This design comes from an exercise in tuning for small area, a short achievable clock period and few clock cycles on the open sky130 flow, not from production work.
In this exercise RTL edits were held to simulation tests only and were not proved equivalent to the original.
No activity file was given, so power comes from the tool's default toggle rates.

==> flow/design.v <==
module pect_asin (
  input  wire [8:0]  k,
  output reg  [14:0] t,
  output reg  [10:0] d
);
  always @* begin
    case (k)
      9'd0: begin t = 15'd0; d = 11'd57; end
      9'd1: begin t = 15'd57; d = 11'd57; end
      9'd2: begin t = 15'd114; d = 11'd57; end
      9'd3: begin t = 15'd171; d = 11'd58; end
      9'd4: begin t = 15'd229; d = 11'd57; end
      9'd5: begin t = 15'd286; d = 11'd57; end
      9'd6: begin t = 15'd343; d = 11'd58; end
      9'd7: begin t = 15'd401; d = 11'd57; end
      9'd8: begin t = 15'd458; d = 11'd57; end
      9'd9: begin t = 15'd515; d = 11'd58; end
      9'd10: begin t = 15'd573; d = 11'd57; end
      9'd11: begin t = 15'd630; d = 11'd57; end
      9'd12: begin t = 15'd687; d = 11'd58; end
      9'd13: begin t = 15'd745; d = 11'd57; end
      9'd14: begin t = 15'd802; d = 11'd57; end
      9'd15: begin t = 15'd859; d = 11'd58; end
      9'd16: begin t = 15'd917; d = 11'd57; end
      9'd17: begin t = 15'd974; d = 11'd58; end
      9'd18: begin t = 15'd1032; d = 11'd57; end
      9'd19: begin t = 15'd1089; d = 11'd58; end
      9'd20: begin t = 15'd1147; d = 11'd57; end
      9'd21: begin t = 15'd1204; d = 11'd58; end
      9'd22: begin t = 15'd1262; d = 11'd57; end
      9'd23: begin t = 15'd1319; d = 11'd58; end
      9'd24: begin t = 15'd1377; d = 11'd57; end
      9'd25: begin t = 15'd1434; d = 11'd58; end
      9'd26: begin t = 15'd1492; d = 11'd57; end
      9'd27: begin t = 15'd1549; d = 11'd58; end
      9'd28: begin t = 15'd1607; d = 11'd58; end
      9'd29: begin t = 15'd1665; d = 11'd57; end
      9'd30: begin t = 15'd1722; d = 11'd58; end
      9'd31: begin t = 15'd1780; d = 11'd58; end
      9'd32: begin t = 15'd1838; d = 11'd58; end
      9'd33: begin t = 15'd1896; d = 11'd57; end
      9'd34: begin t = 15'd1953; d = 11'd58; end
      9'd35: begin t = 15'd2011; d = 11'd58; end
      9'd36: begin t = 15'd2069; d = 11'd58; end
      9'd37: begin t = 15'd2127; d = 11'd58; end
      9'd38: begin t = 15'd2185; d = 11'd58; end
      9'd39: begin t = 15'd2243; d = 11'd58; end
      9'd40: begin t = 15'd2301; d = 11'd58; end
      9'd41: begin t = 15'd2359; d = 11'd58; end
      9'd42: begin t = 15'd2417; d = 11'd58; end
      9'd43: begin t = 15'd2475; d = 11'd58; end
      9'd44: begin t = 15'd2533; d = 11'd58; end
      9'd45: begin t = 15'd2591; d = 11'd58; end
      9'd46: begin t = 15'd2649; d = 11'd59; end
      9'd47: begin t = 15'd2708; d = 11'd58; end
      9'd48: begin t = 15'd2766; d = 11'd58; end
      9'd49: begin t = 15'd2824; d = 11'd59; end
      9'd50: begin t = 15'd2883; d = 11'd58; end
      9'd51: begin t = 15'd2941; d = 11'd59; end
      9'd52: begin t = 15'd3000; d = 11'd58; end
      9'd53: begin t = 15'd3058; d = 11'd59; end
      9'd54: begin t = 15'd3117; d = 11'd59; end
      9'd55: begin t = 15'd3176; d = 11'd58; end
      9'd56: begin t = 15'd3234; d = 11'd59; end
      9'd57: begin t = 15'd3293; d = 11'd59; end
      9'd58: begin t = 15'd3352; d = 11'd59; end
      9'd59: begin t = 15'd3411; d = 11'd59; end
      9'd60: begin t = 15'd3470; d = 11'd58; end
      9'd61: begin t = 15'd3528; d = 11'd60; end
      9'd62: begin t = 15'd3588; d = 11'd59; end
      9'd63: begin t = 15'd3647; d = 11'd59; end
      9'd64: begin t = 15'd3706; d = 11'd59; end
      9'd65: begin t = 15'd3765; d = 11'd59; end
      9'd66: begin t = 15'd3824; d = 11'd60; end
      9'd67: begin t = 15'd3884; d = 11'd59; end
      9'd68: begin t = 15'd3943; d = 11'd59; end
      9'd69: begin t = 15'd4002; d = 11'd60; end
      9'd70: begin t = 15'd4062; d = 11'd60; end
      9'd71: begin t = 15'd4122; d = 11'd59; end
      9'd72: begin t = 15'd4181; d = 11'd60; end
      9'd73: begin t = 15'd4241; d = 11'd60; end
      9'd74: begin t = 15'd4301; d = 11'd60; end
      9'd75: begin t = 15'd4361; d = 11'd60; end
      9'd76: begin t = 15'd4421; d = 11'd60; end
      9'd77: begin t = 15'd4481; d = 11'd60; end
      9'd78: begin t = 15'd4541; d = 11'd60; end
      9'd79: begin t = 15'd4601; d = 11'd60; end
      9'd80: begin t = 15'd4661; d = 11'd61; end
      9'd81: begin t = 15'd4722; d = 11'd60; end
      9'd82: begin t = 15'd4782; d = 11'd61; end
      9'd83: begin t = 15'd4843; d = 11'd60; end
      9'd84: begin t = 15'd4903; d = 11'd61; end
      9'd85: begin t = 15'd4964; d = 11'd61; end
      9'd86: begin t = 15'd5025; d = 11'd61; end
      9'd87: begin t = 15'd5086; d = 11'd61; end
      9'd88: begin t = 15'd5147; d = 11'd61; end
      9'd89: begin t = 15'd5208; d = 11'd61; end
      9'd90: begin t = 15'd5269; d = 11'd61; end
      9'd91: begin t = 15'd5330; d = 11'd61; end
      9'd92: begin t = 15'd5391; d = 11'd62; end
      9'd93: begin t = 15'd5453; d = 11'd61; end
      9'd94: begin t = 15'd5514; d = 11'd62; end
      9'd95: begin t = 15'd5576; d = 11'd62; end
      9'd96: begin t = 15'd5638; d = 11'd62; end
      9'd97: begin t = 15'd5700; d = 11'd62; end
      9'd98: begin t = 15'd5762; d = 11'd62; end
      9'd99: begin t = 15'd5824; d = 11'd62; end
      9'd100: begin t = 15'd5886; d = 11'd62; end
      9'd101: begin t = 15'd5948; d = 11'd63; end
      9'd102: begin t = 15'd6011; d = 11'd62; end
      9'd103: begin t = 15'd6073; d = 11'd63; end
      9'd104: begin t = 15'd6136; d = 11'd62; end
      9'd105: begin t = 15'd6198; d = 11'd63; end
      9'd106: begin t = 15'd6261; d = 11'd63; end
      9'd107: begin t = 15'd6324; d = 11'd63; end
      9'd108: begin t = 15'd6387; d = 11'd64; end
      9'd109: begin t = 15'd6451; d = 11'd63; end
      9'd110: begin t = 15'd6514; d = 11'd64; end
      9'd111: begin t = 15'd6578; d = 11'd63; end
      9'd112: begin t = 15'd6641; d = 11'd64; end
      9'd113: begin t = 15'd6705; d = 11'd64; end
      9'd114: begin t = 15'd6769; d = 11'd64; end
      9'd115: begin t = 15'd6833; d = 11'd64; end
      9'd116: begin t = 15'd6897; d = 11'd65; end
      9'd117: begin t = 15'd6962; d = 11'd64; end
      9'd118: begin t = 15'd7026; d = 11'd65; end
      9'd119: begin t = 15'd7091; d = 11'd65; end
      9'd120: begin t = 15'd7156; d = 11'd64; end
      9'd121: begin t = 15'd7220; d = 11'd66; end
      9'd122: begin t = 15'd7286; d = 11'd65; end
      9'd123: begin t = 15'd7351; d = 11'd65; end
      9'd124: begin t = 15'd7416; d = 11'd66; end
      9'd125: begin t = 15'd7482; d = 11'd66; end
      9'd126: begin t = 15'd7548; d = 11'd65; end
      9'd127: begin t = 15'd7613; d = 11'd67; end
      9'd128: begin t = 15'd7680; d = 11'd66; end
      9'd129: begin t = 15'd7746; d = 11'd66; end
      9'd130: begin t = 15'd7812; d = 11'd67; end
      9'd131: begin t = 15'd7879; d = 11'd67; end
      9'd132: begin t = 15'd7946; d = 11'd67; end
      9'd133: begin t = 15'd8013; d = 11'd67; end
      9'd134: begin t = 15'd8080; d = 11'd67; end
      9'd135: begin t = 15'd8147; d = 11'd68; end
      9'd136: begin t = 15'd8215; d = 11'd67; end
      9'd137: begin t = 15'd8282; d = 11'd68; end
      9'd138: begin t = 15'd8350; d = 11'd68; end
      9'd139: begin t = 15'd8418; d = 11'd69; end
      9'd140: begin t = 15'd8487; d = 11'd68; end
      9'd141: begin t = 15'd8555; d = 11'd69; end
      9'd142: begin t = 15'd8624; d = 11'd69; end
      9'd143: begin t = 15'd8693; d = 11'd69; end
      9'd144: begin t = 15'd8762; d = 11'd70; end
      9'd145: begin t = 15'd8832; d = 11'd69; end
      9'd146: begin t = 15'd8901; d = 11'd70; end
      9'd147: begin t = 15'd8971; d = 11'd70; end
      9'd148: begin t = 15'd9041; d = 11'd70; end
      9'd149: begin t = 15'd9111; d = 11'd71; end
      9'd150: begin t = 15'd9182; d = 11'd71; end
      9'd151: begin t = 15'd9253; d = 11'd71; end
      9'd152: begin t = 15'd9324; d = 11'd71; end
      9'd153: begin t = 15'd9395; d = 11'd72; end
      9'd154: begin t = 15'd9467; d = 11'd72; end
      9'd155: begin t = 15'd9539; d = 11'd72; end
      9'd156: begin t = 15'd9611; d = 11'd72; end
      9'd157: begin t = 15'd9683; d = 11'd73; end
      9'd158: begin t = 15'd9756; d = 11'd73; end
      9'd159: begin t = 15'd9829; d = 11'd73; end
      9'd160: begin t = 15'd9902; d = 11'd74; end
      9'd161: begin t = 15'd9976; d = 11'd74; end
      9'd162: begin t = 15'd10050; d = 11'd74; end
      9'd163: begin t = 15'd10124; d = 11'd74; end
      9'd164: begin t = 15'd10198; d = 11'd75; end
      9'd165: begin t = 15'd10273; d = 11'd75; end
      9'd166: begin t = 15'd10348; d = 11'd75; end
      9'd167: begin t = 15'd10423; d = 11'd76; end
      9'd168: begin t = 15'd10499; d = 11'd76; end
      9'd169: begin t = 15'd10575; d = 11'd77; end
      9'd170: begin t = 15'd10652; d = 11'd77; end
      9'd171: begin t = 15'd10729; d = 11'd77; end
      9'd172: begin t = 15'd10806; d = 11'd77; end
      9'd173: begin t = 15'd10883; d = 11'd78; end
      9'd174: begin t = 15'd10961; d = 11'd79; end
      9'd175: begin t = 15'd11040; d = 11'd78; end
      9'd176: begin t = 15'd11118; d = 11'd79; end
      9'd177: begin t = 15'd11197; d = 11'd80; end
      9'd178: begin t = 15'd11277; d = 11'd80; end
      9'd179: begin t = 15'd11357; d = 11'd80; end
      9'd180: begin t = 15'd11437; d = 11'd81; end
      9'd181: begin t = 15'd11518; d = 11'd81; end
      9'd182: begin t = 15'd11599; d = 11'd82; end
      9'd183: begin t = 15'd11681; d = 11'd82; end
      9'd184: begin t = 15'd11763; d = 11'd83; end
      9'd185: begin t = 15'd11846; d = 11'd83; end
      9'd186: begin t = 15'd11929; d = 11'd83; end
      9'd187: begin t = 15'd12012; d = 11'd85; end
      9'd188: begin t = 15'd12097; d = 11'd84; end
      9'd189: begin t = 15'd12181; d = 11'd86; end
      9'd190: begin t = 15'd12267; d = 11'd85; end
      9'd191: begin t = 15'd12352; d = 11'd87; end
      9'd192: begin t = 15'd12439; d = 11'd87; end
      9'd193: begin t = 15'd12526; d = 11'd87; end
      9'd194: begin t = 15'd12613; d = 11'd88; end
      9'd195: begin t = 15'd12701; d = 11'd89; end
      9'd196: begin t = 15'd12790; d = 11'd89; end
      9'd197: begin t = 15'd12879; d = 11'd90; end
      9'd198: begin t = 15'd12969; d = 11'd91; end
      9'd199: begin t = 15'd13060; d = 11'd92; end
      9'd200: begin t = 15'd13152; d = 11'd92; end
      9'd201: begin t = 15'd13244; d = 11'd93; end
      9'd202: begin t = 15'd13337; d = 11'd93; end
      9'd203: begin t = 15'd13430; d = 11'd95; end
      9'd204: begin t = 15'd13525; d = 11'd95; end
      9'd205: begin t = 15'd13620; d = 11'd96; end
      9'd206: begin t = 15'd13716; d = 11'd97; end
      9'd207: begin t = 15'd13813; d = 11'd98; end
      9'd208: begin t = 15'd13911; d = 11'd99; end
      9'd209: begin t = 15'd14010; d = 11'd99; end
      9'd210: begin t = 15'd14109; d = 11'd101; end
      9'd211: begin t = 15'd14210; d = 11'd102; end
      9'd212: begin t = 15'd14312; d = 11'd102; end
      9'd213: begin t = 15'd14414; d = 11'd104; end
      9'd214: begin t = 15'd14518; d = 11'd105; end
      9'd215: begin t = 15'd14623; d = 11'd106; end
      9'd216: begin t = 15'd14729; d = 11'd108; end
      9'd217: begin t = 15'd14837; d = 11'd108; end
      9'd218: begin t = 15'd14945; d = 11'd110; end
      9'd219: begin t = 15'd15055; d = 11'd112; end
      9'd220: begin t = 15'd15167; d = 11'd112; end
      9'd221: begin t = 15'd15279; d = 11'd115; end
      9'd222: begin t = 15'd15394; d = 11'd116; end
      9'd223: begin t = 15'd15510; d = 11'd117; end
      9'd224: begin t = 15'd15627; d = 11'd119; end
      9'd225: begin t = 15'd15746; d = 11'd121; end
      9'd226: begin t = 15'd15867; d = 11'd123; end
      9'd227: begin t = 15'd15990; d = 11'd125; end
      9'd228: begin t = 15'd16115; d = 11'd127; end
      9'd229: begin t = 15'd16242; d = 11'd130; end
      9'd230: begin t = 15'd16372; d = 11'd131; end
      9'd231: begin t = 15'd16503; d = 11'd134; end
      9'd232: begin t = 15'd16637; d = 11'd137; end
      9'd233: begin t = 15'd16774; d = 11'd140; end
      9'd234: begin t = 15'd16914; d = 11'd143; end
      9'd235: begin t = 15'd17057; d = 11'd146; end
      9'd236: begin t = 15'd17203; d = 11'd150; end
      9'd237: begin t = 15'd17353; d = 11'd153; end
      9'd238: begin t = 15'd17506; d = 11'd158; end
      9'd239: begin t = 15'd17664; d = 11'd162; end
      9'd240: begin t = 15'd17826; d = 11'd168; end
      9'd241: begin t = 15'd17994; d = 11'd172; end
      9'd242: begin t = 15'd18166; d = 11'd179; end
      9'd243: begin t = 15'd18345; d = 11'd186; end
      9'd244: begin t = 15'd18531; d = 11'd193; end
      9'd245: begin t = 15'd18724; d = 11'd202; end
      9'd246: begin t = 15'd18926; d = 11'd213; end
      9'd247: begin t = 15'd19139; d = 11'd224; end
      9'd248: begin t = 15'd19363; d = 11'd239; end
      9'd249: begin t = 15'd19602; d = 11'd256; end
      9'd250: begin t = 15'd19858; d = 11'd278; end
      9'd251: begin t = 15'd20136; d = 11'd307; end
      9'd252: begin t = 15'd20443; d = 11'd349; end
      9'd253: begin t = 15'd20792; d = 11'd413; end
      9'd254: begin t = 15'd21205; d = 11'd538; end
      9'd255: begin t = 15'd21743; d = 11'd1297; end
      9'd256: begin t = 15'd23040; d = 11'd0; end
      default: begin t = 15'd23040; d = 11'd0; end
    endcase
  end
endmodule
module pect_conv (
  input  wire               clk,
  input  wire               rst,
  input  wire [1:0]         start,
  input  wire [15:0]        h0,
  input  wire [16:0]        n0,
  input  wire [15:0]        off0,
  input  wire [15:0]        sc0,
  input  wire [15:0]        h1,
  input  wire [16:0]        n1,
  input  wire [15:0]        off1,
  input  wire [15:0]        sc1,
  output wire [1:0]         busy,
  output wire [1:0]         res_we,
  output reg  [1:0]         res_ref,
  output reg  [1:0]         res_clamp,
  output reg  [15:0]        res_ang0,
  output reg  [15:0]        res_ang1
);
  wire        bz0, bz1;
  wire [3:0]  ph0, ph1;
  wire [16:0] nn0, nn1;
  wire [49:0] acc0, acc1;
  wire [15:0] dq0, dq1;
  wire        neg0, neg1, ovf0, ovf1, q160, q161, ws0, ws1;
  assign busy = {bz1, bz0};
  reg  [2:0] mo0, mo1;
  wire need_m0 = |mo0;
  wire need_m1 = |mo1;
  reg  need_t0, need_t1, need_i0, need_i1;
  wire gt = !need_t0;                   
  wire run0 = bz0;
  wire run1 = bz1 && !(need_m1 && need_m0) && !(need_t1 && need_t0) && !(need_i1 && need_i0);
  function [2:0] mo_next;
    input       st, rn;
    input [3:0] p;
    input [2:0] cur;
    begin
      if (st)
        mo_next = 3'b001;
      else if (rn)
        mo_next = (p == 4'd2) ? 3'b010 : (p == 4'd3) ? 3'b100 : 3'b000;
      else
        mo_next = cur;
    end
  endfunction
  wire [2:0]  mo0_d = mo_next(start[0], run0, ph0, mo0);
  wire [2:0]  mo1_d = mo_next(start[1], run1, ph1, mo1);
  always @(posedge clk) begin
    if (rst) begin
      mo0 <= 3'b000;
      mo1 <= 3'b000;
      need_t0 <= 1'b0;
      need_t1 <= 1'b0;
      need_i0 <= 1'b0;
      need_i1 <= 1'b0;
    end else begin
      mo0 <= mo0_d;
      mo1 <= mo1_d;
      need_t0 <= !start[0] && (run0 ? ph0 == 4'd7 : need_t0);
      need_t1 <= !start[1] && (run1 ? ph1 == 4'd7 : need_t1);
      need_i0 <= !start[0] && (run0 ? ph0 == 4'd9 : need_i0);
      need_i1 <= !start[1] && (run1 ? ph1 == 4'd9 : need_i1);
    end
  end
  reg  [2:0]  ms0, ms1;
  wire [16:0] ma = ({17{ms0[0]}} & nn0) | ({17{ms0[1]}} & acc0[33:17]) | ({17{ms0[2]}} & acc0[16:0]) |
                   ({17{ms1[0]}} & nn1) | ({17{ms1[1]}} & acc1[33:17]) | ({17{ms1[2]}} & acc1[16:0]);
  wire [15:0] mb = ({16{ms0[0]}} & off0) | ({16{ms0[1] | ms0[2]}} & sc0) |
                   ({16{ms1[0]}} & off1) | ({16{ms1[1] | ms1[2]}} & sc1);
  wire [24:0] mpl = ma * mb[7:0];
  wire [24:0] mph = ma * mb[15:8];
  reg  [24:0] rpl, rph;
  reg  [2:0]  rs0, rs1;      
  always @(posedge clk) begin
    if (rst) begin
      rs0 <= 3'b000;
      rs1 <= 3'b000;
      ms0 <= 3'b000;
      ms1 <= 3'b000;
    end else begin
      rs0 <= ms0;
      rs1 <= ms1;
      ms0 <= mo0_d;
      ms1 <= (mo0_d != 3'b000) ? 3'b000 : mo1_d;
    end
    rpl  <= mpl;
    rph  <= mph;
  end
  wire [49:0] madd  = ({50{rs0[0]}} & -{18'd0, h0, 16'd0}) | ({50{rs1[0]}} & -{18'd0, h1, 16'd0}) |
                      ({50{rs0[2]}} & {acc0[49:17], 17'd0}) | ({50{rs1[2]}} & {acc1[49:17], 17'd0});
  wire [15:0] msadd = ({16{rs0[2] & ws0}} & sc0) | ({16{rs1[2] & ws1}} & sc1);
  wire [49:0] mout  = {25'd0, rpl} + {17'd0, rph, 8'd0} + madd + {34'd0, msadd};
  wire        wsgn  = mout[34];                     
  wire [33:0] wv    = mout[33:0] ^ {34{wsgn}};
  wire [1:0]  m2w   = {rs1[0], rs0[0]};
  wire [1:0]  m2t   = {rs1[1], rs0[1]};
  wire [1:0]  m2p   = {rs1[2], rs0[2]};
  wire [15:0] tdq  = gt ? dq1 : dq0;        
  wire        tbig = gt ? ovf1 : ovf0;      
  wire        tk16 = gt ? q161 : q160;      
  wire [8:0]  tk   = tk16 ? 9'd256 : {1'b0, tdq[7:0]};
  wire        tneg = gt ? neg1 : neg0;
  wire [14:0] tt;
  wire [10:0] td;
  pect_asin u_asin (.k(tk), .t(tt), .d(td));
  wire [15:0] tts  = tneg ? -{1'b0, tt} : {1'b0, tt};
  wire [11:0] tds  = tneg ? -{1'b0, td} : {1'b0, td};
  wire [49:0] tab  = {tbig, tneg, 4'd0, tts, tds, 16'd0};
  wire        is1  = need_i1 && !need_i0;
  wire [49:0] iacc = ({50{need_i0}} & acc0) | ({50{is1}} & acc1);
  wire [15:0] idq  = ({16{need_i0}} & dq0) | ({16{is1}} & dq1);    
  wire signed [24:0] iz = $signed({iacc[43:28], 8'd0}) + $signed(iacc[27:16]) * $signed({1'b0, idq[7:0]}) +
                          $signed({17'd0, {8{iacc[48]}}});
  wire [15:0] ang  = iz[23:8];
  wire        iclamp = iacc[49];
  wire fref0, fok0, fref1, fok1;
  pect_ctx u_c0 (
    .clk(clk), .rst(rst), .start(start[0]), .run(run0), .n(n0),
    .m2w(m2w[0]), .m2t(m2t[0]), .m2p(m2p[0]), .mout(mout), .wv(wv), .wsgn(wsgn), .ws(ws0),
    .tab(tab), .bz(bz0), .ph(ph0), .nn(nn0), .acc(acc0), .dq(dq0),
    .neg(neg0), .ovf(ovf0), .q16(q160), .fin_ref(fref0), .fin_ok(fok0));
  pect_ctx u_c1 (
    .clk(clk), .rst(rst), .start(start[1]), .run(run1), .n(n1),
    .m2w(m2w[1]), .m2t(m2t[1]), .m2p(m2p[1]), .mout(mout), .wv(wv), .wsgn(wsgn), .ws(ws1),
    .tab(tab), .bz(bz1), .ph(ph1), .nn(nn1), .acc(acc1), .dq(dq1),
    .neg(neg1), .ovf(ovf1), .q16(q161), .fin_ref(fref1), .fin_ok(fok1));
  assign res_we = {fref1 || fok1, fref0 || fok0};
  always @(posedge clk) begin
    if (rst) begin
      res_ref   <= 2'b11;
      res_clamp <= 2'b00;
      res_ang0  <= 16'd0;
      res_ang1  <= 16'd0;
    end else begin
      if (res_we[0])
        res_ref[0] <= fref0;
      if (fok0) begin
        res_clamp[0] <= iclamp;
        res_ang0     <= ang;
      end
      if (res_we[1])
        res_ref[1] <= fref1;
      if (fok1) begin
        res_clamp[1] <= iclamp;
        res_ang1     <= ang;
      end
    end
  end
endmodule
module pect_ctx (
  input  wire        clk,
  input  wire        rst,
  input  wire        start,
  input  wire        run,
  input  wire [16:0] n,         
  input  wire        m2w,       
  input  wire        m2t,       
  input  wire        m2p,
  input  wire [49:0] mout,
  input  wire [33:0] wv,
  input  wire        wsgn,
  input  wire [49:0] tab,
  output reg         bz,
  output reg  [3:0]  ph,
  output wire [16:0] nn,
  output reg  [49:0] acc,
  output reg  [15:0] dq,
  output reg         neg,
  output reg         ws,        
  output reg         ovf,       
  output reg         q16,       
  output wire        fin_ref,
  output wire        fin_ok
);
  reg  [16:0] rem;
  reg  [18:0] n3;
  reg  [16:0] nd;            
  assign nn      = n;
  assign fin_ref = run && !start && ph == 4'd1 && nn == 17'd0;
  assign fin_ok  = run && !start && ph == 4'd10;
  function [18:0] dig;      
    input [16:0] r;
    input [1:0]  b;
    input [16:0] n;
    input [18:0] n3v;
    reg   [18:0] x;
    reg   [19:0] s1, s2, s3;
    begin
      x  = {r, b};
      s1 = {1'b0, x} - {3'b0, n};
      s2 = {1'b0, x} - {2'b0, n, 1'b0};
      s3 = {1'b0, x} - {1'b0, n3v};
      if (!s3[19])      dig = {2'd3, s3[16:0]};
      else if (!s2[19]) dig = {2'd2, s2[16:0]};
      else if (!s1[19]) dig = {2'd1, s1[16:0]};
      else              dig = {2'd0, x[16:0]};
    end
  endfunction
  wire [25:0] r0    = acc[49:24];
  wire        ge    = r0 >= {9'd0, nd};
  wire [25:0] rd    = r0 - {9'd0, nd};
  wire        gt_   = (rd[25:1] != 25'd0) || ({rd[0], acc[23:8]} >= nd);
  wire [18:0] g1    = dig(rem, dq[15:14], nd, n3);
  wire [18:0] g2    = dig(g1[16:0], dq[13:12], nd, n3);
  always @(posedge clk) begin
    if (rst) begin
      bz  <= 1'b0;
      ph  <= 4'd0;
      acc <= 50'd0;
      rem <= 17'd0;
      dq  <= 16'd0;
      n3  <= 19'd0;
      nd  <= 17'd0;
      neg <= 1'b0;
      ws  <= 1'b0;
      ovf <= 1'b0;
      q16 <= 1'b0;
    end else begin
      if (m2w) begin
        acc[33:0] <= wv;
        ws        <= wsgn;
        neg       <= !wsgn;
      end
      if (m2t)
        acc[49:17] <= mout[32:0];
      if (m2p) begin
        acc <= mout;
        rem <= mout[40:24];
        dq  <= mout[23:8];
      end
      if (start) begin
        bz <= 1'b1;
        ph <= 4'd1;
      end else if (run) begin
        ph <= ph + 4'd1;
        case (ph)
          4'd1: begin
            n3 <= {2'b0, nn} + {1'b0, nn, 1'b0};
            nd <= nn;
            if (nn == 17'd0)
              bz <= 1'b0;
          end
          4'd6, 4'd7, 4'd8, 4'd9: begin
            if (ph == 4'd6) begin
              q16 <= ge;
              ovf <= ge && gt_;
            end
            rem <= g2[16:0];
            dq  <= {dq[11:0], g1[18:17], g2[18:17]};
            if (ph == 4'd8)
              acc <= tab;
          end
          4'd10: bz <= 1'b0;
          default: ;
        endcase
      end
    end
  end
endmodule
module pect_channel (
  input  wire               clk,
  input  wire               rst,
  input  wire               edge_valid,
  input  wire               edge_rise,
  input  wire [15:0]        edge_ts,
  input  wire               tick,
  input  wire               res_new,
  input  wire               res_ref,
  input  wire               res_clamp,
  input  wire [15:0]        res_ang,
  input  wire               mean_we,
  input  wire [15:0]        mean_in,
  input  wire               cal_we,
  input  wire [31:0]        cal_wdata,
  input  wire               diag_clr,
  input  wire               conv_ex,      
  input  wire               push_ex,      
  input  wire               push_imm,     
  input  wire               push_ang,     
  input  wire               split_ex,     
  input  wire               split_imm,    
  input  wire [15:0]        imm,
  input  wire               xs_imm,       
  input  wire               xs_ang,       
  input  wire               xs_sum,       
  output wire               chg,
  output wire               settled,
  output reg                ang_eq_pv,
  output reg                mdirty,
  output reg                pushed,       
  output reg  [18:0]        sum,
  output reg                st_state,
  output reg                st_primed,
  output reg                st_valid,
  output reg  [15:0]        rise_ts,
  output reg  [15:0]        fall_ts,
  output reg  [15:0]        dur_high,
  output reg  [15:0]        dur_low,
  output reg  [16:0]        nsum,         
  output reg  [15:0]        cal_off,
  output reg  [15:0]        cal_scale,
  output reg  [15:0]        angle,
  output reg  [15:0]        div0_cnt,
  output reg  [15:0]        clamp_cnt,
  output reg  [2:0]         wptr,
  output reg  [15:0]        win0,
  output reg  [15:0]        win1,
  output reg  [15:0]        win2,
  output reg  [15:0]        win3,
  output reg  [15:0]        win4,
  output reg  [15:0]        mean,
  output reg  [8:0]         ht,
  output reg  [6:0]         pwm_cnt,
  output reg                pwm_out
);
  reg  [18:0] s2;
  reg         unset;
  reg  [2:0]  xs_r;
  wire cap_rise = edge_valid && edge_rise && !st_state;
  wire [15:0] dh_d   = fall_ts - rise_ts;
  wire [15:0] nlo_d  = edge_ts - rise_ts;
  wire cap_fall = edge_valid && !edge_rise && st_state;
  assign chg     = (cap_rise && st_primed) || cal_we;
  assign settled = !unset && ({xs_imm, xs_ang, xs_sum} == xs_r);
  wire [15:0] pv = res_ref ? angle : res_ang;
  reg  [15:0] wsel;
  always @* begin
    case (wptr)
      3'd0: wsel = win0;
      3'd1: wsel = win1;
      3'd2: wsel = win2;
      3'd3: wsel = win3;
      default: wsel = win4;
    endcase
  end
  wire [15:0] xv   = xs_imm ? imm : xs_ang ? angle : xs_sum ? wsel : pv;
  wire [18:0] s2_d = sum - {{3{wsel[15]}}, wsel} + {{3{xv[15]}}, xv};
  wire [18:0] fx   = s2;
  wire [10:0] fw   = fx[18:8] + 11'd640 + (fx[18] ? {10'd2, fx[7:0] != 8'd0} : 11'd0);
  wire [21:0] fq   = fw * 11'd1639 + 22'd3555328;
  wire [8:0]  ht_s = fq[21:13];
  wire [7:0]  dq   = imm[15:8] + {7'd0, imm[15] && (imm[7:0] != 8'd0)};
  wire [8:0]  ht_i = {dq[7], dq} + 9'd50;
  wire [15:0] pval = push_imm ? imm : (push_ang ? angle : pv);
  wire [6:0]  n    = pwm_cnt + 7'd1;
  wire        n_le = $signed({2'b00, n}) <= $signed(ht);
  wire        n_ge = n >= 7'd100;
  always @(posedge clk) begin
    if (rst) begin
      st_state   <= 1'b0;
      st_primed  <= 1'b0;
      st_valid   <= 1'b0;
      rise_ts    <= 16'd0;
      fall_ts    <= 16'd0;
      dur_high   <= 16'd0;
      dur_low    <= 16'd0;
      nsum       <= 17'd0;
      cal_off    <= 16'h8000;
      cal_scale  <= 16'h0800;
      angle      <= 16'd0;
      div0_cnt   <= 16'd0;
      clamp_cnt  <= 16'd0;
      wptr       <= 3'd0;
      win0       <= 16'd0;
      win1       <= 16'd0;
      win2       <= 16'd0;
      win3       <= 16'd0;
      win4       <= 16'd0;
      mean       <= 16'd0;
      ht         <= 9'd50;
      pwm_cnt    <= 7'd0;
      pwm_out    <= 1'b0;
      sum        <= 19'd0;
      s2         <= 19'd0;
      unset      <= 1'b0;
      xs_r       <= 3'b000;
      mdirty     <= 1'b0;
      pushed     <= 1'b0;
      ang_eq_pv  <= 1'b1;
    end else begin
      if (cap_rise) begin
        if (st_primed) begin
          dur_high <= dh_d;
          dur_low  <= edge_ts - fall_ts;
          nsum     <= {nlo_d < dh_d, nlo_d};
          st_valid <= 1'b1;
        end
        rise_ts   <= edge_ts;
        st_primed <= 1'b1;
        st_state  <= 1'b1;
      end else if (cap_fall) begin
        fall_ts  <= edge_ts;
        st_state <= 1'b0;
      end
      if (cal_we) begin
        cal_scale <= cal_wdata[31:16];
        cal_off   <= cal_wdata[15:0];
      end
      if (conv_ex && !res_ref)
        angle <= res_ang;
      if (diag_clr) begin
        div0_cnt  <= 16'd0;
        clamp_cnt <= 16'd0;
      end else if (conv_ex) begin
        if (res_ref && div0_cnt != 16'hFFFF)
          div0_cnt <= div0_cnt + 16'd1;
        if (!res_ref && res_clamp && clamp_cnt != 16'hFFFF)
          clamp_cnt <= clamp_cnt + 16'd1;
      end
      if (conv_ex)
        ang_eq_pv <= 1'b1;
      else if (res_new)
        ang_eq_pv <= 1'b0;
      if (push_ex) begin
        case (wptr)
          3'd0: win0 <= pval;
          3'd1: win1 <= pval;
          3'd2: win2 <= pval;
          3'd3: win3 <= pval;
          default: win4 <= pval;
        endcase
        wptr <= (wptr == 3'd4) ? 3'd0 : wptr + 3'd1;
        sum  <= s2;
      end
      s2    <= s2_d;
      xs_r  <= {xs_imm, xs_ang, xs_sum};
      unset <= push_ex || res_new;
      pushed <= push_ex;
      if (push_ex)
        mdirty <= 1'b1;
      else if (mean_we)
        mdirty <= 1'b0;
      if (mean_we)
        mean <= mean_in;
      if (split_ex)
        ht <= split_imm ? ht_i : ht_s;
      if (tick) begin
        if (n_le)
          pwm_out <= 1'b1;
        else if (!n_ge)
          pwm_out <= 1'b0;
        pwm_cnt <= n_ge ? 7'd0 : n;
      end
    end
  end
endmodule
module pect (
  input  wire        clk,
  input  wire        rst,
  input  wire [1:0]  edge_valid,
  input  wire [1:0]  edge_rise,
  input  wire [15:0] edge_ts0,
  input  wire [15:0] edge_ts1,
  input  wire        tick,
  input  wire        host_valid,
  input  wire        host_write,
  input  wire [8:0]  host_addr,
  input  wire [31:0] host_wdata,
  output wire        host_ready,
  output reg         host_done,
  output reg  [31:0] host_rdata,
  output wire [1:0]  arm_pol,
  output wire [1:0]  pwm_out
);
  localparam S_IDLE = 2'd0, S_EXEC = 2'd1, S_RDW = 2'd2;
  reg  [1:0]  state;
  reg         xcnt;         
  reg         illegal;
  reg         op_rch;       
  reg  [15:0] op_imm;       
  reg         op_ch;
  wire        acc      = host_valid && host_ready;
  wire [6:0]  widx     = host_addr[8:2];
  wire        a_ch0    = (widx[6:5] == 2'b01);
  wire        a_ch1    = (widx[6:5] == 2'b10);
  wire [4:0]  roff     = widx[4:0];
  function [7:0] dec;        
    input [31:0] w;
    reg r0, i0, ch;
    reg [3:0] op;
    begin
      op = w[31:28]; ch = w[27];
      r0 = (w[26:16] == 11'd0); i0 = (w[15:0] == 16'd0);
      dec[6] = op == 4'h0 && !ch && i0;
      dec[5] = op == 4'h3 && i0;
      dec[4] = op == 4'h9 && i0;
      dec[3] = op == 4'h4 && i0;
      dec[2] = op == 4'h5;
      dec[1] = op == 4'h6 && i0;
      dec[0] = op == 4'h7;
      dec[7] = r0 && (dec[6:0] != 7'd0);
    end
  endfunction
  wire [7:0]  fd       = dec(host_wdata);
  wire        f_ch     = host_wdata[27];
  wire        f_cmd    = acc && host_write && (widx == 7'd0) && fd[7];
  reg  [7:0]  sd;                    
  wire        s_ch     = op_ch;
  wire        s_on     = (state == S_EXEC);
  wire        s_cmd    = s_on;
  wire        ch_state  [0:1];
  wire        ch_primed [0:1];
  wire        ch_valid  [0:1];
  wire [15:0] ch_rise   [0:1];
  wire [15:0] ch_fall   [0:1];
  wire [15:0] ch_dh     [0:1];
  wire [15:0] ch_dl     [0:1];
  wire [16:0] ch_n      [0:1];
  wire [15:0] ch_off    [0:1];
  wire [15:0] ch_sc     [0:1];
  wire [15:0] ch_angle  [0:1];
  wire [15:0] ch_div0   [0:1];
  wire [15:0] ch_clamp  [0:1];
  wire [2:0]  ch_wptr   [0:1];
  wire [15:0] ch_win0   [0:1];
  wire [15:0] ch_win1   [0:1];
  wire [15:0] ch_win2   [0:1];
  wire [15:0] ch_win3   [0:1];
  wire [15:0] ch_win4   [0:1];
  wire [15:0] ch_mean   [0:1];
  wire [8:0]  ch_ht     [0:1];
  wire [6:0]  ch_cnt    [0:1];
  wire        ch_pwm    [0:1];
  wire        ch_chg    [0:1];
  wire        ch_settled[0:1];
  wire        ch_aeq    [0:1];
  wire        ch_pushed [0:1];
  wire [1:0]  cv_busy, cv_we, cv_ref, cv_clamp;
  wire [15:0] cv_ang0, cv_ang1;
  wire        rdy0  = !cv_busy[0];
  wire        rdy1  = !cv_busy[1];
  pect_conv u_conv (
    .clk       (clk),
    .rst       (rst),
    .start     ({ch_chg[1], ch_chg[0]}),
    .h0        (ch_dh[0]),
    .n0        (ch_n[0]),
    .off0      (ch_off[0]),
    .sc0       (ch_sc[0]),
    .h1        (ch_dh[1]),
    .n1        (ch_n[1]),
    .off1      (ch_off[1]),
    .sc1       (ch_sc[1]),
    .busy      (cv_busy),
    .res_we    (cv_we),
    .res_ref   (cv_ref),
    .res_clamp (cv_clamp),
    .res_ang0  (cv_ang0),
    .res_ang1  (cv_ang1)
  );
  wire        ch_md  [0:1];
  wire [18:0] ch_sum [0:1];
  wire        msel  = !ch_md[0];
  wire [18:0] msum  = ch_sum[msel];
  wire [36:0] mprod = msum[17:0] * 19'd52429 + {msum[18] ? 15'd13108 : 15'd0, 18'd0};
  wire [15:0] mq    = mprod[33:18];
  wire        rdy   [0:1];
  assign rdy[0] = rdy0;
  assign rdy[1] = rdy1;
  wire        f_ok  = fd[6] ||
                      (fd[1] && ch_pushed[f_ch]) ||
                      (fd[5] && rdy[f_ch]) ||
                      (fd[4] && rdy[f_ch] && ch_settled[f_ch]) ||
                      (fd[3] && ch_aeq[f_ch] && ch_settled[f_ch]);
  wire        f_go  = f_cmd && f_ok;
  wire        s_ok  = !sd[7] || sd[6] || sd[0] ||
                      (sd[1] && xcnt && ch_settled[s_ch]) ||
                      (sd[5] && rdy[s_ch]) ||
                      (sd[4] && rdy[s_ch] && ch_settled[s_ch]) ||
                      ((sd[3] || sd[2]) && xcnt && ch_settled[s_ch]);
  wire        s_go  = s_cmd && s_ok;
  wire        s_fin = s_on && s_ok;
  wire        w_acc = acc && host_write;
  genvar c;
  generate
    for (c = 0; c < 2; c = c + 1) begin : g_ch
      wire f_here = f_go && (f_ch == c);
      wire s_here = s_go && sd[7] && (s_ch == c);
      wire w_reg  = w_acc && (c == 0 ? a_ch0 : a_ch1);
      pect_channel u_ch (
        .clk          (clk),
        .rst          (rst),
        .edge_valid   (edge_valid[c]),
        .edge_rise    (edge_rise[c]),
        .edge_ts      (c == 0 ? edge_ts0 : edge_ts1),
        .tick         (tick),
        .res_new      (cv_we[c]),
        .res_ref      (cv_ref[c]),
        .res_clamp    (cv_clamp[c]),
        .res_ang      (c == 0 ? cv_ang0 : cv_ang1),
        .mean_we      (ch_md[c] && (msel == c)),
        .mean_in      (mq),
        .cal_we       (w_reg && roff == 5'd6),
        .cal_wdata    (host_wdata),
        .diag_clr     (w_reg && roff == 5'd15),
        .conv_ex      ((f_here && (fd[5] || fd[4])) || (s_here && (sd[5] || sd[4]))),
        .push_ex      ((f_here && (fd[4] || fd[3])) || (s_here && (sd[4] || sd[3] || sd[2]))),
        .push_imm     (s_on && sd[2]),
        .push_ang     (s_on && sd[3]),
        .split_ex     ((f_here && (fd[4] || fd[1])) || (s_here && (sd[4] || sd[1] || sd[0]))),
        .split_imm    (s_on && sd[0]),
        .imm          (op_imm),
        .xs_imm       (s_cmd && sd[2] && (s_ch == c)),
        .xs_ang       (s_cmd && sd[3] && (s_ch == c)),
        .xs_sum       (s_cmd && sd[1] && (s_ch == c)),
        .chg          (ch_chg[c]),
        .settled      (ch_settled[c]),
        .ang_eq_pv    (ch_aeq[c]),
        .mdirty       (ch_md[c]),
        .pushed       (ch_pushed[c]),
        .sum          (ch_sum[c]),
        .st_state     (ch_state[c]),
        .st_primed    (ch_primed[c]),
        .st_valid     (ch_valid[c]),
        .rise_ts      (ch_rise[c]),
        .fall_ts      (ch_fall[c]),
        .dur_high     (ch_dh[c]),
        .dur_low      (ch_dl[c]),
        .nsum         (ch_n[c]),
        .cal_off      (ch_off[c]),
        .cal_scale    (ch_sc[c]),
        .angle        (ch_angle[c]),
        .div0_cnt     (ch_div0[c]),
        .clamp_cnt    (ch_clamp[c]),
        .wptr         (ch_wptr[c]),
        .win0         (ch_win0[c]),
        .win1         (ch_win1[c]),
        .win2         (ch_win2[c]),
        .win3         (ch_win3[c]),
        .win4         (ch_win4[c]),
        .mean         (ch_mean[c]),
        .ht           (ch_ht[c]),
        .pwm_cnt      (ch_cnt[c]),
        .pwm_out      (ch_pwm[c])
      );
      assign arm_pol[c] = ch_state[c];
      assign pwm_out[c] = ch_pwm[c];
    end
  endgenerate
  wire [31:0] rv [0:35];             
  wire [35:0] hit;
  genvar k;
  generate
    for (c = 0; c < 2; c = c + 1) begin : g_rv
      wire [8:0] lt9 = 9'd100 - ch_ht[c];
      assign rv[c*18+0]  = {29'd0, ch_valid[c], ch_primed[c], ch_state[c]};
      assign rv[c*18+1]  = {16'd0, ch_rise[c]};
      assign rv[c*18+2]  = {16'd0, ch_fall[c]};
      assign rv[c*18+3]  = {ch_dh[c], ch_dl[c]};
      assign rv[c*18+4]  = {16'd0, ch_dh[c]};
      assign rv[c*18+5]  = {16'd0, ch_dl[c]};
      assign rv[c*18+6]  = {ch_sc[c], ch_off[c]};
      assign rv[c*18+7]  = {{16{ch_angle[c][15]}}, ch_angle[c]};
      assign rv[c*18+8]  = {{16{ch_mean[c][15]}}, ch_mean[c]};
      assign rv[c*18+9]  = {29'd0, ch_wptr[c]};
      assign rv[c*18+10] = {{16{ch_win0[c][15]}}, ch_win0[c]};
      assign rv[c*18+11] = {{16{ch_win1[c][15]}}, ch_win1[c]};
      assign rv[c*18+12] = {{16{ch_win2[c][15]}}, ch_win2[c]};
      assign rv[c*18+13] = {{16{ch_win3[c][15]}}, ch_win3[c]};
      assign rv[c*18+14] = {{16{ch_win4[c][15]}}, ch_win4[c]};
      assign rv[c*18+15] = {ch_clamp[c], ch_div0[c]};
      assign rv[c*18+16] = {{7{ch_ht[c][8]}}, ch_ht[c], {7{lt9[8]}}, lt9};
      assign rv[c*18+17] = {23'd0, ch_pwm[c], 1'b0, ch_cnt[c]};
      for (k = 0; k < 18; k = k + 1) begin : g_hit
        assign hit[c*18+k] = (widx == 7'd32 + 7'd32 * c + k);
      end
    end
  endgenerate
  reg [31:0] rd;
  integer j;
  always @* begin
    rd = {31'd0, (widx == 7'd1) && illegal};
    for (j = 0; j < 36; j = j + 1)
      rd = rd | (rv[j] & {32{hit[j]}});
  end
  assign host_ready = (state == S_IDLE);
  wire   rd_wait    = !host_write && (a_ch0 || a_ch1) && (roff == 5'd8) && ch_md[a_ch1];
  always @(posedge clk) begin
    if (rst) begin
      state      <= S_IDLE;
      xcnt       <= 1'b0;
      illegal    <= 1'b0;
      op_rch     <= 1'b0;
      op_imm     <= 16'd0;
      op_ch      <= 1'b0;
      sd         <= 8'd0;
      host_done  <= 1'b0;
      host_rdata <= 32'd0;
    end else begin
      host_done <= 1'b0;
      if (s_cmd && !sd[7])
        illegal <= 1'b1;
      else if (w_acc && widx == 7'd1 && host_wdata[0])
        illegal <= 1'b0;
      if (state == S_IDLE) begin
        xcnt <= 1'b0;
        if (acc) begin
          host_rdata <= rd;
          op_rch     <= a_ch1;
          op_imm     <= host_wdata[15:0];
          op_ch      <= host_wdata[27];
          sd         <= fd;
          if (rd_wait)
            state <= S_RDW;
          else if (!host_write || widx != 7'd0 || f_go)
            host_done <= 1'b1;
          else
            state <= S_EXEC;
        end
      end else if (state == S_RDW) begin
        if (!ch_md[op_rch]) begin
          host_rdata <= {{16{ch_mean[op_rch][15]}}, ch_mean[op_rch]};
          host_done  <= 1'b1;
          state      <= S_IDLE;
        end
      end else begin
        xcnt <= 1'b1;
        if (s_fin) begin
          host_done <= 1'b1;
          state     <= S_IDLE;
        end
      end
    end
  end
endmodule
==> flow/run.sh <==
#!/bin/bash
# synth_recipe.tcl (not shown) runs the flow's synth.tcl, then flattens the netlist and writes it again
# the make line also repeats each setting of config.mk as NAME=value (left out here)
make -C /OpenROAD-flow-scripts/flow DESIGN_CONFIG=/design/flow/config.mk WORK_HOME=/design/flow/orfs CLKGATE_MAP_FILE= SYNTH_SCRIPT=/design/flow/synth_recipe.tcl finish
==> flow/config.mk <==
export PLATFORM = sky130hd
export DESIGN_NAME = pect
export DESIGN_NICKNAME = pect
export VERILOG_FILES = /design/flow/design.v
export SDC_FILE = /design/flow/constraint.sdc
export NUM_CORES = 4
export LEC_CHECK = 0
export ABC_CLOCK_PERIOD_IN_PS = 3500
export CAP_MARGIN = 30
export CORE_MARGIN = 2
export CORE_UTILIZATION = 40
export SLEW_MARGIN = 30
export SYNTH_MEMORY_MAX_BITS = 16384
==> flow/constraint.sdc <==
create_clock -name core_clock -period 18.0 [get_ports {clk}]
set_input_delay 3.6000 -clock core_clock [delete_from_list [all_inputs] [get_ports {clk}]]
set_output_delay 3.6000 -clock core_clock [all_outputs]
set_load 0.01 [all_outputs]
==> results by group, run 1 <==
Power
  • Peak supply drop: 0.0741 mV
  • Leak pwr: about 47 nW
  • Power Dens Cells: between 50 and 60 nW/um^2

STA
  • Final Slew Violations: 0
  • Worst-Margin Slew: 1120 ps
  • Final min period: 8060 ps
  • Final setup viols: 0
  • F_max: roughly 0.12 GHz
  • Max-slew headroom: 0.250
  • Final Cycle Share: 0.448
  • RSZ-0062 raised after global routing: no
  • Setup TNS: 0 ps
  • Hold Violations, Final: 0
  • Final Skew: 45.5 ps

Synth
  • Number of synthesized flops with an enable pin: 0
  • Gate Count Post-Synth: approximately 13000
  • Synth top area share: 0.204
  • Syn_nets: 15200
  • Top post-synthesis cells by count: nand2_1 (1703), inv_1 (1151), ha_1 (1094)
  • Ys Warns: 5
  • Post-synth top area cell: dfxtp_1
  • Primary FF master, synth: dfxtp_1
  • Fraction of registers with async set/reset: 0
  • Cell variety after synth: 121
  • Synthesized area per cell: 7.78 um^2
  • #FFs+latches synth: 1071
  • Seq/Total Area, Yosys: 0.204
  • Mapped cell area: approximately 100000 um^2
  • Most frequent cell after synthesis: nand2_1
  • Synth area leaders: dfxtp_1 (20%), ha_1 (13%), fa_1 (9.7%)

Clock network
  • H-tree depth: 4
  • CTS buffer count: between 100 and 150
  • Resize count post-CTS: 0
  • CTS tree: yes
  • CTS Sinks: 1071
  • Post-CTS setup buffer count: 0
  • CTS clk-pin slew, worst paths: 60 ps
  • Cts hold-fix bufs: 0
  • Clock tree buffer depth: 3
  • Worst skew pair latency: 860 ps
  • Clk root buf: clkbuf_16

Routing
  • Final wirelength: between 400000 and 500000 um
  • Routed vias: 105000
  • Wirelength per Cell: 28.2 um
  • DRC Markers: 0
  • Drt pass-1 iters: 10
  • Routed Antenna Nets: 0
  • DRT iter0 DRCs: 13400
  • Vias per std cell: ~6.2

Global routing
  • Initial antenna violation count: 36
  • First-pass GRT wire length: around 680000 um
  • Pin count of the biggest net entering global routing: 85
  • GRT Util Overall: 0.348
  • Vias in the first global route: 97400
  • Grt ovf: 0

Floorplan
  • Die Ht: ~520 um
  • # rows: 188
  • Total Die Area: between 200000 and 300000 um^2
  • Core area: 262000 um^2
  • Width of the die: just over 500 um
  • Starting Density: 0.401
  • Ports: 120

Critical path
  • Critical-path top delay cell: a21oi_1
  • Worst EP required: 18700 ps
  • Crit path DAT: 8760 ps
  • Crit path cell chain: ha_1 -> inv_1 -> fa_1 -> a211oi_1 -> o21ai_0 -> nand3_1 -> a21oi_1 -> a221o_1 -> a41o_1 -> nor2_1 -> a21oi_1 -> o21ai_0 -> ha_1 -> a2111oi_0 -> nand2_1 -> o211ai_1 -> a311oi_1 -> nor2_1 -> nor4bb_1 -> a21o_1 -> nand2_1 -> a21oi_1 -> a211oi_1
  • CP Launch Type: flip-flop
  • CP endpoint kind: flip-flop
  • Buffers plus inverters on the worst setup path: 1
  • CP most frequent cell: a21oi_1
  • Setup slack, reg-to-reg: roughly 9900 ps
  • Critical path class: flip-flop to flip-flop
  • Reg-to-reg endpoint: u_conv.u_c1.dq[0]$_SDFF_PP0_
  • Worst R2R Start: u_conv.u_c1.n3[0]$_SDFFE_PP0P_
  • Crit-path max cell delay: 700 ps
  • Worst r2r path cells: 23
  • Critical path peak fanout: 17
  • Cell family with most CP delay: compound AO/OA/AOI/OAI gates

Job
  • MaxCap Viol Count: 0

Hold path
  • HP Class: flip-flop to flip-flop
  • Min-delay src: g_ch[1].u_ch.sum[9]$_SDFFE_PP0N_
  • Hold path depth: 2
  • Worst hold path endpoint: g_ch[1].u_ch.sum[9]$_SDFFE_PP0N_

Cells and area
  • Design Area, Final: 115000 um^2
  • Area grow syn2layout: 9.81%
  • Final net count: 15000
  • Share of cells above drive strength 1: 0.0617
  • Fill count: 26800

Placed design
  • Buffers added on ports: 117
  • Post-DP Area: roughly 110000 um^2
  • GPL Wtd Cong: 1.05
  • Dpl hpwl: 366000 um

Run status
  • Outcome: timing/DRC/antenna clean
==> worst register-to-register path, cell delays in order (launching register included) <==
cell       delay [ps]
dfxtp_1           640
ha_1              260
inv_1              50
fa_1              420
a211oi_1          330
o21ai_0           210
nand3_1           130
a21oi_1           100
a221o_1           370
a41o_1            510
nor2_1            210
a21oi_1            60
o21ai_0           610
ha_1              410
a2111oi_0         680
nand2_1           190
o211ai_1          250
a311oi_1          200
nor2_1            130
nor4bb_1          360
a21o_1            470
nand2_1           540
a21oi_1           700
a211oi_1          100
==> worst max path at each step <==
stage                                               to                            from  slack [ps]  depth (start not counted)
CTS                       u_conv.u_c1.dq[0]$_SDFF_PP0_  u_conv.u_c1.n3[0]$_SDFFE_PP0P_       10080                         23
floorplan           g_ch[1].u_ch.nsum[16]$_SDFFE_PP0P_                     edge_ts1[1]       11370                         15
detailed placement      u_conv.u_c0.acc[33]$_SDFF_PP0_                    host_addr[5]        9460                         10
global placement         u_conv.u_c1.rem[8]$_SDFF_PP0_                    host_addr[5]        9420                         12
finish                    u_conv.u_c1.dq[0]$_SDFF_PP0_  u_conv.u_c1.n3[0]$_SDFFE_PP0P_        9940                         23
global route              u_conv.u_c1.dq[0]$_SDFF_PP0_  u_conv.u_c1.n3[0]$_SDFFE_PP0P_        9450                         23
==> cells by family after synthesis <==
group	after synthesis	share of synthesized area
and+or+nand+nor	4238	0.183
AOI/OAI and AO/OA	3905	0.246
adders and majority gates	1603	0.228
DFF	1071	0.204
xor gates and xnor gates	572	0.0483
buffers and inverters	1902	0.0708
muxes	198	0.0195
==> cell type report <==
cell class,instances,area (um^2),area share
multi-input combinational,10500,76600,0.665
sequential,1071,21500,0.186
tap,3515,4400,0.0382
inverter,1162,4370,0.0379
clock buffer,182,3820,0.0332
timing repair buffer,448,3650,0.0316
clock inverter,66,921,0.00799
antenna,14,35.0,0.000304
==> flip-flops by register name, summed over array words and instances (netlist names), 25 cells and up <==
signal	count
g_ch.u_ch.rise_ts	32
u_conv.rph	25
u_conv.u_c1.acc	50
g_ch.u_ch.win4	32
g_ch.u_ch.sum	38
g_ch.u_ch.cal_scale	32
g_ch.u_ch.div0_cnt	32
g_ch.u_ch.win1	32
g_ch.u_ch.nsum	34
g_ch.u_ch.s2	38
g_ch.u_ch.win3	32
g_ch.u_ch.cal_off	32
g_ch.u_ch.win2	32
u_conv.rpl	25
g_ch.u_ch.clamp_cnt	32
host_rdata	32
g_ch.u_ch.win0	32
g_ch.u_ch.angle	32
g_ch.u_ch.dur_low	32
g_ch.u_ch.mean	32
g_ch.u_ch.fall_ts	32
u_conv.u_c0.acc	50
g_ch.u_ch.dur_high	32
==> through the flow <==
step / hold slack [ps] / power, mW / setup slack, ps / cells / utilization
after global placement: 439 / 3.05 / 9420 / 16700 / 0.421
after CTS: 451 / 5.98 / 10080 / 17000 / 0.440
after detailed placement: 445 / 3.05 / 9460 / 16700 / 0.422
after floorplan: 431 / 2.84 / 11370 / 13500 / -
after global routing: 467 / 6.13 / 9450 / 17000 / 0.441
final: 447 / 5.99 / 9940 / 17000 / 0.441
==> power breakdown <==
group / total (mW) / switching [mW] / internal (mW)
clock network: 2.97 / 1.26 / 1.70
registers: 2.42 / 0.0365 / 2.39
logic: 0.596 / 0.384 / 0.212
total: 5.99 / 1.68 / 4.30
==> placed cells by master, fill, tap and decap left out, types with 60 or more instances in the layout <==
cell and n:
a211oi_1 189, a21o_1 163, a21oi_1 1068, a221oi_1 135
a22o_1 102, a22oi_1 299, a31oi_1 135, and2_1 69
and3_1 138, buf_4 322, clkbuf_16 140, clkdlybuf4s50_1 116
dfxtp_1 1064, fa_1 509, ha_1 1094, inv_1 1149
mux2i_1 163, nand2_1 1699, nand2b_1 112, nand3_1 348
nand4_1 117, nor2_1 1025, nor2b_1 122, nor3_1 269
o211ai_1 94, o21a_1 152, o21ai_0 726, o22ai_1 77
o31ai_1 60, or3_1 65, xnor2_1 330, xor2_1 224
==> routing by layer <==
layer,vias up,track usage,part of all wire
met5,-,0,0.00049
met4,34,0.261,0.089
met3,1532,0.0861,0.10
met2,5659,0.520,0.42
met1,50100,0.433,0.39
li1,47700,-,-
Testbench counts, summed over its fixed seeds: cycles 11,978.
==> run 2: changes to the inputs <==
--- a/flow/design.v
+++ b/flow/design.v
@@ -763,5 +763,4 @@
   wire [7:0]  fd       = dec(host_wdata);
   wire        f_ch     = host_wdata[27];
-  wire        f_cmd    = acc && host_write && (widx == 7'd0) && fd[7];
   reg  [7:0]  sd;                    
   wire        s_ch     = op_ch;
@@ -827,10 +826,20 @@
   assign rdy[0] = rdy0;
   assign rdy[1] = rdy1;
-  wire        f_ok  = fd[6] ||
-                      (fd[1] && ch_pushed[f_ch]) ||
-                      (fd[5] && rdy[f_ch]) ||
-                      (fd[4] && rdy[f_ch] && ch_settled[f_ch]) ||
-                      (fd[3] && ch_aeq[f_ch] && ch_settled[f_ch]);
-  wire        f_go  = f_cmd && f_ok;
+  wire        f_base = acc && host_write && (widx == 7'd0) && (host_wdata[26:0] == 27'd0);
+  wire [3:0]  f_op   = host_wdata[31:28];
+  wire        f_nop  = f_base && f_op == 4'h0 && !f_ch;
+  wire [1:0]  f_conv, f_push, f_split;
+  genvar fc;
+  generate
+    for (fc = 0; fc < 2; fc = fc + 1) begin : g_fast
+      wire on = f_base && (f_ch == fc);
+      wire r  = (fc == 0) ? rdy0 : rdy1;
+      wire s  = ch_settled[fc];
+      assign f_conv[fc]  = on && r && (f_op == 4'h3 || (f_op == 4'h9 && s));
+      assign f_push[fc]  = on && s && ((f_op == 4'h9 && r) || (f_op == 4'h4 && ch_aeq[fc]));
+      assign f_split[fc] = on && ((f_op == 4'h9 && r && s) || (f_op == 4'h6 && ch_pushed[fc]));
+    end
+  endgenerate
+  wire        f_go  = f_nop || (f_conv != 2'b00) || (f_push != 2'b00) || (f_split != 2'b00);
   wire        s_ok  = !sd[7] || sd[6] || sd[0] ||
                       (sd[1] && xcnt && ch_settled[s_ch]) ||
@@ -844,5 +853,4 @@
   generate
     for (c = 0; c < 2; c = c + 1) begin : g_ch
-      wire f_here = f_go && (f_ch == c);
       wire s_here = s_go && sd[7] && (s_ch == c);
       wire w_reg  = w_acc && (c == 0 ? a_ch0 : a_ch1);
@@ -863,9 +871,9 @@
         .cal_wdata    (host_wdata),
         .diag_clr     (w_reg && roff == 5'd15),
-        .conv_ex      ((f_here && (fd[5] || fd[4])) || (s_here && (sd[5] || sd[4]))),
-        .push_ex      ((f_here && (fd[4] || fd[3])) || (s_here && (sd[4] || sd[3] || sd[2]))),
+        .conv_ex      (f_conv[c] || (s_here && (sd[5] || sd[4]))),
+        .push_ex      (f_push[c] || (s_here && (sd[4] || sd[3] || sd[2]))),
         .push_imm     (s_on && sd[2]),
         .push_ang     (s_on && sd[3]),
-        .split_ex     ((f_here && (fd[4] || fd[1])) || (s_here && (sd[4] || sd[1] || sd[0]))),
+        .split_ex     (f_split[c] || (s_here && (sd[4] || sd[1] || sd[0]))),
         .split_imm    (s_on && sd[0]),
         .imm          (op_imm),
==> results by group, run 2 <==
Run status
  • Outcome: timing/DRC/antenna clean

STA
  • Max-slew headroom: 0.218
  • Hold Violations, Final: 0
  • Final Skew: 59.5 ps
  • RSZ-0062 raised after global routing: no
  • F_max: between 0.1 and 0.15 GHz
  • Final setup viols: 0
  • Final min period: 9220 ps
  • Worst-Margin Slew: 1170 ps
  • Final Slew Violations: 0
  • Fin worst setup slack: 8780 ps
  • Setup TNS: 0 ps
  • Final Cycle Share: 0.512

Global routing
  • Grt ovf: 0
  • Vias in the first global route: 94800
  • Initial antenna violation count: 37
  • Pin count of the biggest net entering global routing: around 170
  • First-pass GRT wire length: roughly 680000 um
  • GRT Util Overall: 0.350

Synth
  • #FFs+latches synth: between 1000 and 1500
  • Mapped cell area: 104000 um^2
  • Seq/Total Area, Yosys: 0.207
  • Fraction of registers with async set/reset: 0
  • Gate Count Post-Synth: 13300
  • Synth area leaders: dfxtp_1 (21%), ha_1 (13%), fa_1 (9.8%)
  • Multiplexer share of the synthesized area: 0.0246
  • Synth top area share: 0.207
  • XOR/XNOR Fraction of Synth Area: 0.0494
  • Main combinational cell family by area after synthesis: adder cells
  • Most frequent cell after synthesis: nand2_1
  • Number of synthesized flops with an enable pin: 0
  • Syn_nets: 15000
  • Compound-cell area share of the yosys netlist: 0.230
  • Top post-synthesis cells by count: nand2_1 (1644), nor2_1 (1227), a21oi_1 (1159)
  • Fraction of the mapped netlist area in adder cells: 0.230
  • Post-synthesis simple-gate area fraction: 0.190
  • Ys Warns: 5
  • Synthesized area per cell: 7.79 um^2
  • Cell variety after synth: about 130
  • Post-synth top area cell: dfxtp_1
  • Primary FF master, synth: dfxtp_1

Clock network
  • CTS Sinks: 1071
  • Clk root buf: clkbuf_16
  • H-tree depth: 4
  • Resize count post-CTS: 0
  • Cts hold-fix bufs: 0
  • CTS buffer count: 137
  • Clock tree buffer depth: 3
  • CTS tree: yes
  • CTS clk-pin slew, worst paths: 60 ps
  • Worst skew pair latency: about 850 ps
  • Post-CTS setup buffer count: 0

Critical path
  • Worst EP required: between 15000 and 20000 ps
  • CP endpoint kind: flip-flop
  • Critical path class: flip-flop to flip-flop
  • Reg-to-reg endpoint: u_conv.u_c0.acc[19]$_SDFF_PP0_
  • Buffers plus inverters on the worst setup path: 1
  • Worst r2r path cells: 26
  • Cell family with most CP delay: compound AO/OA/AOI/OAI gates
  • Critical path peak fanout: 26
  • Critical-path top delay cell: nand2_1
  • CP Launch Type: flip-flop
  • Crit path DAT: between 9000 and 10000 ps
  • Setup slack, reg-to-reg: 8780 ps
  • Worst R2R Start: u_conv.rpl[9]$_DFF_P_
  • CP most frequent cell: a21oi_1
  • Crit-path max cell delay: 750 ps

Routing
  • Vias per std cell: 6.22
  • Final wirelength: about 480000 um
  • Routed vias: 104000
  • Routed Antenna Nets: 0
  • DRT iter0 DRCs: 14200
  • Drt pass-1 iters: 8
  • DRC Markers: 0
  • Wirelength per Cell: ~29 um

Floorplan
  • Die Ht: 513 um
  • Core area: about 260000 um^2
  • Width of the die: between 500 and 600 um
  • Starting Density: 0.403
  • # rows: 186
  • Total Die Area: around 260000 um^2
  • Ports: 120

Cells and area
  • Fill count: between 20000 and 30000
  • Commonest non-fill, non-tap cell in the layout: nand2_1
  • Most frequent cells in the layout: nand2_1 (1637), nor2_1 (1210), a21oi_1 (1158)
  • Area grow syn2layout: 9.75%
  • Biggest registers after layout: u_conv.u_c0.acc (50), u_conv.u_c1.acc (50)
  • Final net count: ~15000
  • Share of cells above drive strength 1: 0.0593

Placed design
  • Buffers added on ports: 117
  • Dpl hpwl: 368000 um
  • GPL Wtd Cong: 1.08
  • Pre-CTS WS: 9350 ps

Power
  • Leak pwr: 47.4 nW
  • Peak supply drop: 0.105 mV
  • Power Dens Cells: 52.3 nW/um^2
  • Final Power: ~6 mW

Hold path
  • Min-delay src: u_conv.u_c0.nd[16]$_SDFFE_PP0P_
  • Worst hold path endpoint: u_conv.u_c0.nd[16]$_SDFFE_PP0P_
  • Hold path depth: 2
  • HP Class: flip-flop to flip-flop

Job
  • MaxCap Viol Count: 0
run 2: cell type report:
cell class              instances  area (um^2)  area share
diodes                         27         67.6    0.000594
clock inverters                63          891     0.00784
clock buffers                 182         3880      0.0341
well taps                    3384         4230      0.0372
repair buffers                395         3280      0.0289
flip-flops and latches       1071        21500       0.189
multi-input cells           10400        75500       0.664
inverters                    1158         4350      0.0382
run 2: routing by layer:
| layer | global-route usage | vias to the layer above | part of all wire |
|---|---|---|---|
| met1 | 0.462 | 49500 | 0.40 |
| li1 | - | 46500 | - |
| met2 | 0.480 | 6244 | 0.39 |
| met3 | 0.123 | 1405 | 0.13 |
| met4 | 0.217 | 18 | 0.075 |
| met5 | 0.00840 | - | 0.00086 |
run 2: per-stage QoR:
step | hold slack (ps) | instances | utilization | cell area [um^2]
global placement | 440 | 16400 | 0.422 | 109000
floorplan | 431 | 13300 | - | 104000
finish | 451 | 16700 | 0.442 | 114000
CTS | 454 | 16700 | 0.442 | 114000
detailed placement | 447 | 16400 | 0.423 | 109000
global route | 472 | 16700 | 0.442 | 114000
run 2: report_power, final:
| part | leakage, nW | internal (mW) | switching [mW] | total, mW |
|---|---|---|---|---|
| sequential | 8.64 | 2.39 | 0.0417 | 2.43 |
| clock | 2.32 | 1.70 | 1.26 | 2.96 |
| combinational | 36.4 | 0.200 | 0.356 | 0.556 |
run 2: worst max path at each step:
stage	start	endpoint	slack, ps	cells after the start
after floorplan	edge_ts0[1]	g_ch[0].u_ch.nsum[16]$_SDFFE_PP0P_	11140	16
after global placement	u_conv.rpl[9]$_DFF_P_	u_conv.u_c0.acc[19]$_SDFF_PP0_	9290	26
after detailed placement	u_conv.rpl[9]$_DFF_P_	u_conv.u_c0.acc[19]$_SDFF_PP0_	9350	26
after CTS	u_conv.rpl[9]$_DFF_P_	u_conv.u_c0.acc[19]$_SDFF_PP0_	9280	26
after global routing	u_conv.rpl[9]$_DFF_P_	u_conv.u_c0.acc[19]$_SDFF_PP0_	8630	25
final	u_conv.rpl[9]$_DFF_P_	u_conv.u_c0.acc[19]$_SDFF_PP0_	8780	26
run 2: cell families (layout without fill, tap and decap cells):
logic type                 count (synthesis)  in the layout
adders and majority gates               1602           1602
DFF                                     1071           1071
xor gates and xnor gates                 581            581
muxes                                    246            246
AOI/OAI and AO/OA                       3641           3641
other                                      0             27
buffers and inverters                   1831           1798
and+or+nand+nor                         4329           4329
run 2: worst min-delay path, stage by stage, from the launching register on:
cell and delay, ps:
dfxtp_1 300, nand2_1 50, a21oi_1 50
Testbench counts of run 2, summed over its fixed seeds: cycles 11,978.

[separate check: timing with driven ports]
The results above use ideal ports. As a check the final layouts listed here were re-extracted and re-timed, cells and wires unchanged.
Step 1: set_driving_cell puts a clkbuf_16 on clk and a buf_2 on each other input, an assumption about the parent block.
Step 2 adds t to the input delays and takes it off the output delays; t is the mean of the earliest and latest rising clock arrival at the registers after step 1. Input paths then give back, and output paths get back, about the clock's delay inside the block.
Three values: ideal ports, drivers, drivers and shift; two values: the first two.
run | t (ns) | setup slack, ns | worst hold slack (ns) | slew at the worst register clock pin (ns)
run 1 | 0.942 | 9.937 / 9.937 / 9.201 | 0.447 / 0.447 / 0.447 | 0.07 / 0.07
run 2 | 0.922 | 8.775 / 8.775 / 8.775 | 0.451 / 0.451 / 0.451 | 0.07 / 0.07
After both steps every run listed still meets setup and hold. The setup slack of run 1, which loses most, moves by 0.000 ns with the drivers and by -0.736 ns with both steps.
